Context: an optimization exercise on an open-source flow, tuned for small area, a short achievable clock period and few clock cycles per item. The choices shown serve that exercise and are no tape-out recipe.
In this exercise RTL edits were held to simulation tests only and were not proved equivalent to the original.

## flow/run.sh

```bash
#!/bin/bash
# synth_recipe.tcl (not shown) runs the flow's synth.tcl, then flattens the netlist and writes it again
# the make line also repeats each setting of config.mk as NAME=value (left out here)
make -C /OpenROAD-flow-scripts/flow DESIGN_CONFIG=/design/flow/config.mk WORK_HOME=/design/flow/orfs CLKGATE_MAP_FILE= SYNTH_SCRIPT=/design/flow/synth_recipe.tcl finish
```

## flow/config.mk

```make
export PLATFORM = sky130hd
export DESIGN_NAME = bq_cascade
export DESIGN_NICKNAME = bq_cascade
export VERILOG_FILES = /design/flow/design.v
export SDC_FILE = /design/flow/constraint.sdc
export NUM_CORES = 4
export LEC_CHECK = 0
export CAP_MARGIN = 20
export CORE_MARGIN = 2
export CORE_UTILIZATION = 40
export SLEW_MARGIN = 20
```

## flow/constraint.sdc

```tcl
create_clock -name core_clock -period 22.0 [get_ports {clk}]
set_input_delay 4.4000 -clock core_clock [delete_from_list [all_inputs] [get_ports {clk}]]
set_output_delay 4.4000 -clock core_clock [all_outputs]
set_load 0.01 [all_outputs]
```

## flow/design.v

```verilog
module fp32_mul (
    input  wire        clk,
    input  wire [31:0] a,
    input  wire [31:0] b,
    output reg  [31:0] y
);
    wire        sy = a[31] ^ b[31];
    wire [7:0]  ea = a[30:23];
    wire [7:0]  eb = b[30:23];
    wire [22:0] fa = a[22:0];
    wire [22:0] fb = b[22:0];
    wire a_sub  = (ea == 8'h00);
    wire b_sub  = (eb == 8'h00);
    wire a_max  = (ea == 8'hFF);
    wire b_max  = (eb == 8'hFF);
    wire a_fz   = (fa == 23'd0);
    wire b_fz   = (fb == 23'd0);
    wire a_nan  = a_max & ~a_fz;
    wire b_nan  = b_max & ~b_fz;
    wire a_inf  = a_max & a_fz;
    wire b_inf  = b_max & b_fz;
    wire a_zero = a_sub & a_fz;
    wire b_zero = b_sub & b_fz;
    wire [23:0] ma = {~a_sub, fa};
    wire [23:0] mb = {~b_sub, fb};
    wire [47:0] p = ma * mb;
    wire [22:0] fs = a_sub ? fa : fb;
    reg  [4:0]  lzs;
    integer i;
    always @* begin
        lzs = 5'd23;
        for (i = 0; i < 23; i = i + 1)
            if (fs[i]) lzs = 5'd23 - i[4:0];
    end
    wire [4:0] l0 = (a_sub | b_sub) ? lzs : 5'd0;
    reg [4:0] tza, tzb;
    always @* begin
        tza = 5'd23;
        for (i = 22; i >= 0; i = i - 1)
            if (ma[i]) tza = i[4:0];
        tzb = 5'd23;
        for (i = 22; i >= 0; i = i - 1)
            if (mb[i]) tzb = i[4:0];
    end
    wire [5:0] tzp = {1'b0, tza} + {1'b0, tzb};
    wire [7:0] xa = a_sub ? 8'd1 : ea;
    wire [7:0] xb = b_sub ? 8'd1 : eb;
    wire signed [10:0] e0 = $signed({3'b0, xa}) + $signed({3'b0, xb}) - 11'sd127;
    wire        nrm = e0 > $signed({6'b0, l0});           
    wire signed [10:0] s1 = nrm ? $signed({6'b0, l0}) : e0;
    wire signed [10:0] zr = 11'sd23 - s1;
    wire [6:0]  z  = (zr > 11'sd72) ? 7'd72 : zr[6:0];
    wire signed [10:0] st0 = $signed({5'b0, tzp}) + s1;
    wire        stk0 = st0 < 11'sd23;
    wire        stk1 = st0 < 11'sd22;
    wire [9:0]  eb0  = nrm ? (e0[9:0] - {5'b0, l0}) : 10'd0;
    wire nan_r  = a_nan | b_nan | (a_inf & b_zero) | (a_zero & b_inf);
    wire inf_r  = a_inf | b_inf;
    wire zero_r = a_zero | b_zero | (a_sub & b_sub);
    reg [47:0] p_q;
    reg [6:0]  z_q;
    reg [9:0]  eb0_q;
    reg        nrm_q, stk0_q, stk1_q, sy_q, nan_q, inf_q, zero_q;
    always @(posedge clk) begin
        p_q    <= p;
        z_q    <= z;
        eb0_q  <= eb0;
        nrm_q  <= nrm;
        stk0_q <= stk0;
        stk1_q <= stk1;
        sy_q   <= sy;
        nan_q  <= nan_r;
        inf_q  <= inf_r;
        zero_q <= zero_r;
    end
    wire [70:0] big = {p_q, 23'b0} >> z_q;
    wire [25:0] x   = big[47:22];
    wire        c    = nrm_q & ~x[25];
    wire [23:0] mant = c ? x[24:1] : x[25:2];
    wire        grd  = c ? x[0] : x[1];
    wire        stk  = c ? stk1_q : stk0_q;
    wire        inc  = grd & (stk | mant[0]);
    wire [9:0]  ebase = eb0_q - {9'b0, c};
    wire [33:0] sum   = {1'b0, ebase, 23'b0} + {10'b0, mant} + {33'b0, inc};
    always @(posedge clk) begin
        if (nan_q)
            y <= 32'h7FC00000;
        else if (inf_q)
            y <= {sy_q, 8'hFF, 23'b0};
        else if (zero_q)
            y <= {sy_q, 31'b0};
        else if (sum >= 34'h07F800000)
            y <= {sy_q, 8'hFF, 23'b0};
        else
            y <= {sy_q, sum[30:0]};
    end
endmodule
module fp32_add (
    input  wire        clk,
    input  wire [31:0] a,
    input  wire [31:0] b,
    output reg  [31:0] y
);
    wire a_max = (a[30:23] == 8'hFF);
    wire b_max = (b[30:23] == 8'hFF);
    wire a_fz  = (a[22:0] == 23'd0);
    wire b_fz  = (b[22:0] == 23'd0);
    wire a_nan = a_max & ~a_fz;
    wire b_nan = b_max & ~b_fz;
    wire a_inf = a_max & a_fz;
    wire b_inf = b_max & b_fz;
    wire a_sub  = (a[30:23] == 8'h00);
    wire b_sub  = (b[30:23] == 8'h00);
    wire a_zero = a_sub & a_fz;
    wire b_zero = b_sub & b_fz;
    wire [7:0]  xea = a_sub ? 8'd1 : a[30:23];
    wire [7:0]  xeb = b_sub ? 8'd1 : b[30:23];
    wire [23:0] ma  = {~a_sub, a[22:0]};
    wire [23:0] mb  = {~b_sub, b[22:0]};
    reg [4:0] tza, tzb;
    integer i;
    always @* begin
        tza = 5'd24;
        for (i = 23; i >= 0; i = i - 1)
            if (ma[i]) tza = i[4:0];
        tzb = 5'd24;
        for (i = 23; i >= 0; i = i - 1)
            if (mb[i]) tzb = i[4:0];
    end
    wire        swap = b[30:0] > a[30:0];
    wire        meq  = b[30:0] == a[30:0];
    wire        sx   = swap ? b[31] : a[31];
    wire        sub  = a[31] ^ b[31];
    wire [7:0]  ex   = swap ? xeb : xea;
    wire [23:0] mx   = swap ? mb : ma;
    wire [23:0] mz   = swap ? ma : mb;
    wire [4:0]  tzz  = swap ? tza : tzb;
    wire        zz   = swap ? a_zero : b_zero;
    wire [7:0]  dab  = xea - xeb;
    wire [7:0]  dba  = xeb - xea;
    wire [7:0]  d    = swap ? dba : dab;
    wire [4:0]  dsh = (d > 8'd27) ? 5'd27 : d[4:0];
    wire [26:0] zs  = {mz, 3'b000} >> dsh;
    wire        zst = ~zz & (({3'b0, tzz} + 8'd3) < d);
    wire [26:0] za  = {zs[26:1], zs[0] | zst};
    wire [26:0] xa  = {mx, 3'b000};
    wire [27:0] s = sub ? ({1'b0, xa} - {1'b0, za}) : ({1'b0, xa} + {1'b0, za});
    wire nan_r  = a_nan | b_nan | (a_inf & b_inf & sub);
    wire inf_r  = a_inf | b_inf;
    wire infs_r = a_inf ? a[31] : b[31];
    wire zero_r = (sub & meq) | (a_zero & b_zero);
    wire zs_r   = ~sub & sx;
    reg [27:0] s_q;
    reg [7:0]  ex_q;
    reg        sx_q, nan_q, inf_q, infs_q, zero_q, zs_q;
    always @(posedge clk) begin
        s_q    <= s;
        ex_q   <= ex;
        sx_q   <= sx;
        nan_q  <= nan_r;
        inf_q  <= inf_r;
        infs_q <= infs_r;
        zero_q <= zero_r;
        zs_q   <= zs_r;
    end
    reg [4:0] lz;
    always @* begin
        lz = 5'd27;
        for (i = 0; i < 27; i = i + 1)
            if (s_q[i]) lz = 5'd26 - i[4:0];
    end
    reg [26:0] n;       
    reg [8:0]  en;      
    reg [4:0]  lsh;
    always @* begin
        if (s_q[27]) begin
            n   = {s_q[27:2], s_q[1] | s_q[0]};
            en  = {1'b0, ex_q} + 9'd1;
            lsh = 5'd0;
        end else begin
            if ({1'b0, ex_q} - 9'd1 >= {4'b0, lz})
                lsh = lz;
            else
                lsh = ex_q[4:0] - 5'd1;
            n   = s_q[26:0] << lsh;
            en  = {1'b0, ex_q} - {4'b0, lsh};
        end
    end
    wire [23:0] mant   = n[26:3];
    wire        guard  = n[2];
    wire        sticky = n[1] | n[0];
    wire        inc    = guard & (sticky | mant[0]);
    wire [32:0] sum    = {en - 9'd1, 23'b0} + {9'b0, mant} + {32'b0, inc};
    always @(posedge clk) begin
        if (nan_q)
            y <= 32'h7FC00000;
        else if (inf_q)
            y <= {infs_q, 8'hFF, 23'b0};
        else if (zero_q)
            y <= {zs_q, 31'b0};
        else if (sum >= 33'h07F800000)
            y <= {sx_q, 8'hFF, 23'b0};
        else
            y <= {sx_q, sum[30:0]};
    end
endmodule
module bq_cascade (
    input  wire        clk,
    input  wire        rst,
    input  wire        cfg_we,
    input  wire [4:0]  cfg_addr,
    input  wire [31:0] cfg_wdata,
    output reg  [31:0] cfg_rdata,
    input  wire        in_valid,
    output wire        in_ready,
    input  wire [31:0] in_data,
    output reg         out_valid,
    output wire [31:0] out_data,
    output wire        busy
);
    reg [31:0] coef [0:19];    
    reg [31:0] st   [0:7];     
    reg [1:0]  nsec_m1;        
    reg [11:0] cv;             
    reg [1:0]  cs [0:11];      
    reg [2:0]  fw;             
    reg [3:0]  gap;            
    reg [1:0]  nsec;           
    reg [31:0] xin;            
    reg        xin_v;
    wire xin_free = cv[3] & (cs[3] == 2'd0);    
    assign in_ready = ~xin_v | xin_free;
    wire accept = in_valid & in_ready;
    wire one_sec = (nsec_m1 == 2'd0);
    wire next_gap5 = (gap == 4'd4);             
    wire next_gap8 = (gap >= 4'd7);             
    wire have_in   = xin_v | accept;
    wire start = (nsec != 2'd0) ? next_gap5
               : (have_in & (next_gap8 | (next_gap5 & ~one_sec)));
    assign busy = xin_v | (|cv) | (nsec != 2'd0);
    reg  [31:0] ma, mb, aa, ab;
    wire [31:0] mr, ar;
    fp32_mul u_mul (.clk(clk), .a(ma), .b(mb), .y(mr));
    fp32_add u_add (.clk(clk), .a(aa), .b(ab), .y(ar));
    assign out_data = ar;
    reg [31:0] yv;             
    reg [31:0] h1, h2;         
    reg  [4:0] caddr;
    wire [4:0] raddr = busy ? caddr : cfg_addr;
    wire [4:0] soff = raddr - 5'd20;
    reg  [31:0] rdata;
    always @* begin
        if (raddr < 5'd20)
            rdata = coef[raddr];
        else if (raddr < 5'd28)
            rdata = st[soff[2:0]];
        else if (raddr == 5'd28)
            rdata = {30'b0, nsec_m1};
        else
            rdata = 32'h0;
    end
    always @* cfg_rdata = rdata;
    reg [31:0] cr;
    always @(posedge clk) cr <= busy ? rdata : coef[0];
    reg [4:0] caddr_n;
    always @* begin
        if (start)      caddr_n = {1'b0, nsec, 2'b00}  + {3'b0, nsec}  + 5'd1;  
        else if (cv[1]) caddr_n = {1'b0, cs[1], 2'b00} + {3'b0, cs[1]} + 5'd2;  
        else if (cv[2]) caddr_n = {1'b0, cs[2], 2'b00} + {3'b0, cs[2]} + 5'd3;  
        else if (cv[5]) caddr_n = {1'b0, cs[5], 2'b00} + {3'b0, cs[5]} + 5'd4;  
        else            caddr_n = {1'b0, nsec, 2'b00}  + {3'b0, nsec};          
    end
    wire v_x = (cv[0] & (cs[0] == 2'd0)) | (cv[1] & (cs[1] == 2'd0)) | (cv[3] & (cs[3] == 2'd0));
    wire [31:0] vdat = v_x ? xin : yv;
    always @* begin
        ma = cr;
        mb = cv[4] ? ar : vdat;
    end
    reg [2:0] saddr;
    reg [1:0] bsel;      
    reg       asel;      
    always @(posedge clk) begin
        saddr <= cv[1] ? {cs[1], 1'b0} : {cs[7], 1'b1};
        bsel  <= cv[5] ? 2'd1 : cv[8] ? 2'd2 : (cv[1] & fw[1]) ? 2'd3 : 2'd0;
        asel  <= cv[7];
    end
    always @* begin
        aa = asel ? ar : mr;
        case (bsel)
            2'd0: ab = st[saddr];
            2'd1: ab = h1;
            2'd2: ab = h2;
            default: ab = ar;
        endcase
    end
    wire        wd1 = cv[10];
    wire        wd2 = cv[11];
    wire [2:0]  waddr = wd1 ? {cs[10], 1'b0} : {cs[11], 1'b1};
    wire [2:0]  cfg_soff = cfg_addr[2:0] - 3'd4;      
    integer k;
    always @(posedge clk) begin
        for (k = 0; k < 20; k = k + 1)
            if (rst)
                coef[k] <= 32'h0;
            else if (cfg_we && cfg_addr == k)
                coef[k] <= cfg_wdata;
        for (k = 0; k < 8; k = k + 1)
            if (rst)
                st[k] <= 32'h0;
            else if ((wd1 | wd2) && waddr == k)
                st[k] <= ar;
            else if (cfg_we && cfg_addr >= 5'd20 && cfg_addr < 5'd28 && cfg_soff == k)
                st[k] <= cfg_wdata;
        if (rst)
            nsec_m1 <= 2'd0;
        else if (cfg_we && cfg_addr == 5'd28)
            nsec_m1 <= cfg_wdata[1:0];
        if (cv[4]) yv <= ar;
        if (cv[3]) h1 <= mr;
        if (cv[5]) h2 <= mr;
        if (accept) xin <= in_data;
        caddr <= caddr_n;
        if (rst) begin
            cv        <= 12'd0;
            fw        <= 3'd0;
            gap       <= 4'd8;
            nsec      <= 2'd0;
            xin_v     <= 1'b0;
            out_valid <= 1'b0;
        end else begin
            cv   <= {cv[10:0], start};
            fw   <= {fw[1:0], start & one_sec & (gap == 4'd7)};
            gap  <= start ? 4'd0 : (gap == 4'd8) ? 4'd8 : gap + 4'd1;
            if (start)
                nsec <= (nsec == nsec_m1) ? 2'd0 : nsec + 2'd1;
            if (accept)
                xin_v <= 1'b1;
            else if (xin_free)
                xin_v <= 1'b0;
            out_valid <= cv[3] & (cs[3] == nsec_m1);
        end
        cs[0] <= nsec;
        for (k = 1; k < 12; k = k + 1)
            cs[k] <= cs[k-1];
    end
endmodule
```

==> impl_results.md <==
- Status: no timing/DRC/antenna violations
- Post-synthesis mux area share: 8.426%
- Post-synthesis cell count: 11010
- I/O pin cnt: 140
- Port Buf Inserts: 139
- Avg Inst Size Synth: 8.193 µm²
- Ys flop type: dfxtp_1
- Largest net degree at the start of global routing: 226
- 1st-iter DRT viols: 10240
- CTS Sinks: 1293
- Slew HR: 9.056%
- CP arrival: 9.64 ns
- Cts bufs inserted: 146
- Fmax: 71.22 MHz
- First-pass GRT wire length: 536.2 mm
- Global Route Usage Sum: 30.80%
- Post-CTS Hold Fix Bufs: 0
- CP required: 17.60 ns
- Setup TNS: 0 ns
- Seq cells post-synth: 1293
- Final Setup Violations: 0
- Clock transition at path regs: 0.06 ns
- DRT Wirelength: 363.9 mm
- Net count, final: 11560
- Max Cap Viol: 0
- Ranking of synthesized cells by area: dfxtp_1, fa_1, nand2_1
- GPL Wtd Cong: 0.9749
- Die footprint: 229300 µm²
- DR vias: 84190
- Largest Register: coef
- Share of layout cells above drive strength 1: 7.961%
- Synth Area in Compound Gates: 18.78%
- Core box area: 224500 µm²
- Total gr overflow: 0
- Setup Skew: 0.07662 ns
- Synth cell types: 124
- Most frequent cells after synthesis: nand2_1, dfxtp_1, a21oi_1
- Worst-Skew Late Latency: 0.85 ns
- Max Slew Vio Count: 0
- Kind of critical path: input port to output port
- Antenna violation net count after detailed routing: 0
- CP endpoint kind: output port
- Vias per Instance: 6.111
- Worst-case clock buffer depth: 3
- Post-synth top area cell: dfxtp_1
- Worst-path maximum fanout: 58
- Synth warn: 6
- CP max stage cell: buf_4
- Clock period minus worst slack: 14.04 ns
- Starting Density: 40.18%
- Top cell type's share of synthesized area: 25.86%
- Antenna violations before repair: 14
- Worst slew pin tran: 1.364 ns
- DRC: 0
- Cell Rows: 174
- Die W: 478.8 µm
- Sequential-to-total area share from yosys stat: 30.12%
- Unrepaired setup endpoints after global routing: false
- CTS tree: built
- Synth Area in Adders: 15.57%
- Biggest regs: coef: 640 flops, st: 256 flops, u_mul.p_q: 48 flops
- Critical Path Max Stage Delay: 0.82 ns
- Post-synth ARST share: 0%
- Most frequent cell after synthesis: nand2_1
- Crit path top cell by count: buf_4
- Mapped Area: 90180 µm²
- Drt first pass iters: 8
- H-Tree Depth: 4
- Dpl hpwl: 241.7 mm
- Register area: 27190 µm²
- Non-Filler Cell Area, Final: 99430 µm²
- Root buffer cell: clkbuf_16
- Element type at the critical path start: input port
- Post-synthesis xor/xnor area fraction: 1.815%
- Worst Hold Slack: 0.3267 ns
- Simple-gate portion of the synthesized area: 18.22%
- Area occupied by multi-input gates: 57250 µm²
- Fillcell total: 21770
- Mapped Nets: 11910
- Fin crit share: 63.83%
- Die Height: 478.8 µm
- Placed cell area: 94260 µm²
- EDFF count, synth: 128
- Worst Hold Class: flop to flop
- Main combinational cell family by area after synthesis: compound AO/OA/AOI/OAI gates
- Postcts setup bufs: 0
- Syn-to-layout area delta: 10.26%
- Cell Chain, Critical Path: clkdlybuf4s50_1, buf_4, mux2i_4, buf_4, nand3_1, nor3_2, buf_4, a22oi_1, nand4_1, nor2_1, a21oi_1, inv_1, nand2_1, clkdlybuf4s50_1
- Post_cts resized: 0
- WL/cell: 26.42 µm
- Final-report hold violation count: 0
- Vias in the first global route: 81130
- Max FFs per register: 640
## critical path, delay by kind of cell
kind | cells | cell delay, ns
mux | 1 | 0.60
simple gates | 5 | 1.44
compound gates | 2 | 0.31
buf+inv | 6 | 2.83
## metrics by stage
step                util [%]  setup WS [ns]  instances
floorplan                  -          10.95      11010
global placement       42.00          8.098      13500
detailed placement     42.00          8.141      13500
CTS                    44.29          8.137      13770
global route           44.29          7.876      13770
finish                 44.30          7.958      13780
## area by class of cell
cell class | instances | share of cell area (%)
multi-input cells | 8086 | 57.58
flip-flops and latches | 1293 | 27.34
clock buffers | 204 | 4.220
well taps | 2992 | 3.765
repair buffers | 398 | 3.362
inverters | 730 | 2.761
clock inverters | 66 | 0.9563
diodes | 7 | 0.01762
## path summary, 6_finish.rpt
kind                            slack (ns)        startpoint  depth (start not counted)                     to
worst max register to register        8.85  saddr[1]$_DFF_P_                         46  u_add.s_q[27]$_DFF_P_
worst min register to register        0.33  cs[4][1]$_DFF_P_                          0       cs[5][1]$_DFF_P_
worst min-delay path                  0.33  cs[4][1]$_DFF_P_                          0       cs[5][1]$_DFF_P_
worst max-delay path                  7.96       cfg_addr[1]                         14          cfg_rdata[11]
## metal layers
metal	track usage [%]	wire length, µm
met3	7.125	40690
met2	46.93	157900
met1	41.35	146700
met4	14.12	18670
met5	0	37
## cells by family (layout without fill, tap and decap cells)
family	after synthesis	after routing
DFF	1293	1293
xor gates and xnor gates	186	186
buffers and inverters	1628	1398
other	1	8
and+or+nand+nor	3815	3815
AOI/OAI and AO/OA	2642	2642
muxes	614	614
adders and majority gates	828	828
## placed cells by master (no fill, tap or decap), types with 48 or more instances in the layout
| master | synthesis | final |
|---|---|---|
| nand2_1 | 2180 | 2176 |
| dfxtp_1 | 1165 | 1154 |
| a21oi_1 | 1031 | 1029 |
| nor2_1 | 785 | 750 |
| inv_1 | 718 | 718 |
| fa_1 | 490 | 490 |
| mux2i_1 | 456 | 454 |
| ha_1 | 338 | 338 |
| a211oi_1 | 304 | 304 |
| o21ai_0 | 297 | 287 |
| buf_4 | 10 | 256 |
| and2_1 | 211 | 211 |
| a22oi_1 | 190 | 190 |
| clkbuf_16 | 0 | 150 |
| clkdlybuf4s50_1 | 0 | 134 |
| edfxtp_1 | 128 | 128 |
| xnor2_1 | 128 | 127 |
| a221oi_1 | 108 | 108 |
| mux4_2 | 103 | 103 |
| nand4_1 | 100 | 100 |
| nor3_1 | 106 | 97 |
| nand3_1 | 91 | 84 |
| a22o_1 | 84 | 84 |
| o22ai_1 | 83 | 82 |
| a31oi_1 | 72 | 72 |
| a21o_1 | 71 | 71 |
| nand2b_1 | 68 | 68 |
| xor2_1 | 57 | 56 |
| nor2b_1 | 49 | 48 |
Testbench counts, summed over its fixed seeds: cycles 55,852, items 4,096.

## separate check: timing with driven ports
The results above use ideal ports. As a check the final layout listed here was re-extracted and re-timed, cells and wires unchanged. Step 1, drivers: a clkbuf_16 drives clk and a buf_2 each remaining input, both assumed. Step 2 also shifts input and output timing later by t, the mid clock arrival at the registers, as if the neighbouring blocks saw the same clock. a / b / c = ideal ports / drivers / drivers and shift; a / b = the first two.
t, ns: 0.895
setup slack, ns: 7.958 / 7.933 / 7.933
worst hold slack (ns): 0.327 / 0.327 / 0.327
pins driven straight from the clock port: 1
After both steps this run still meets setup and hold. For this run, drivers alone change the setup slack by -0.025 ns; drivers and shift together by -0.025 ns.
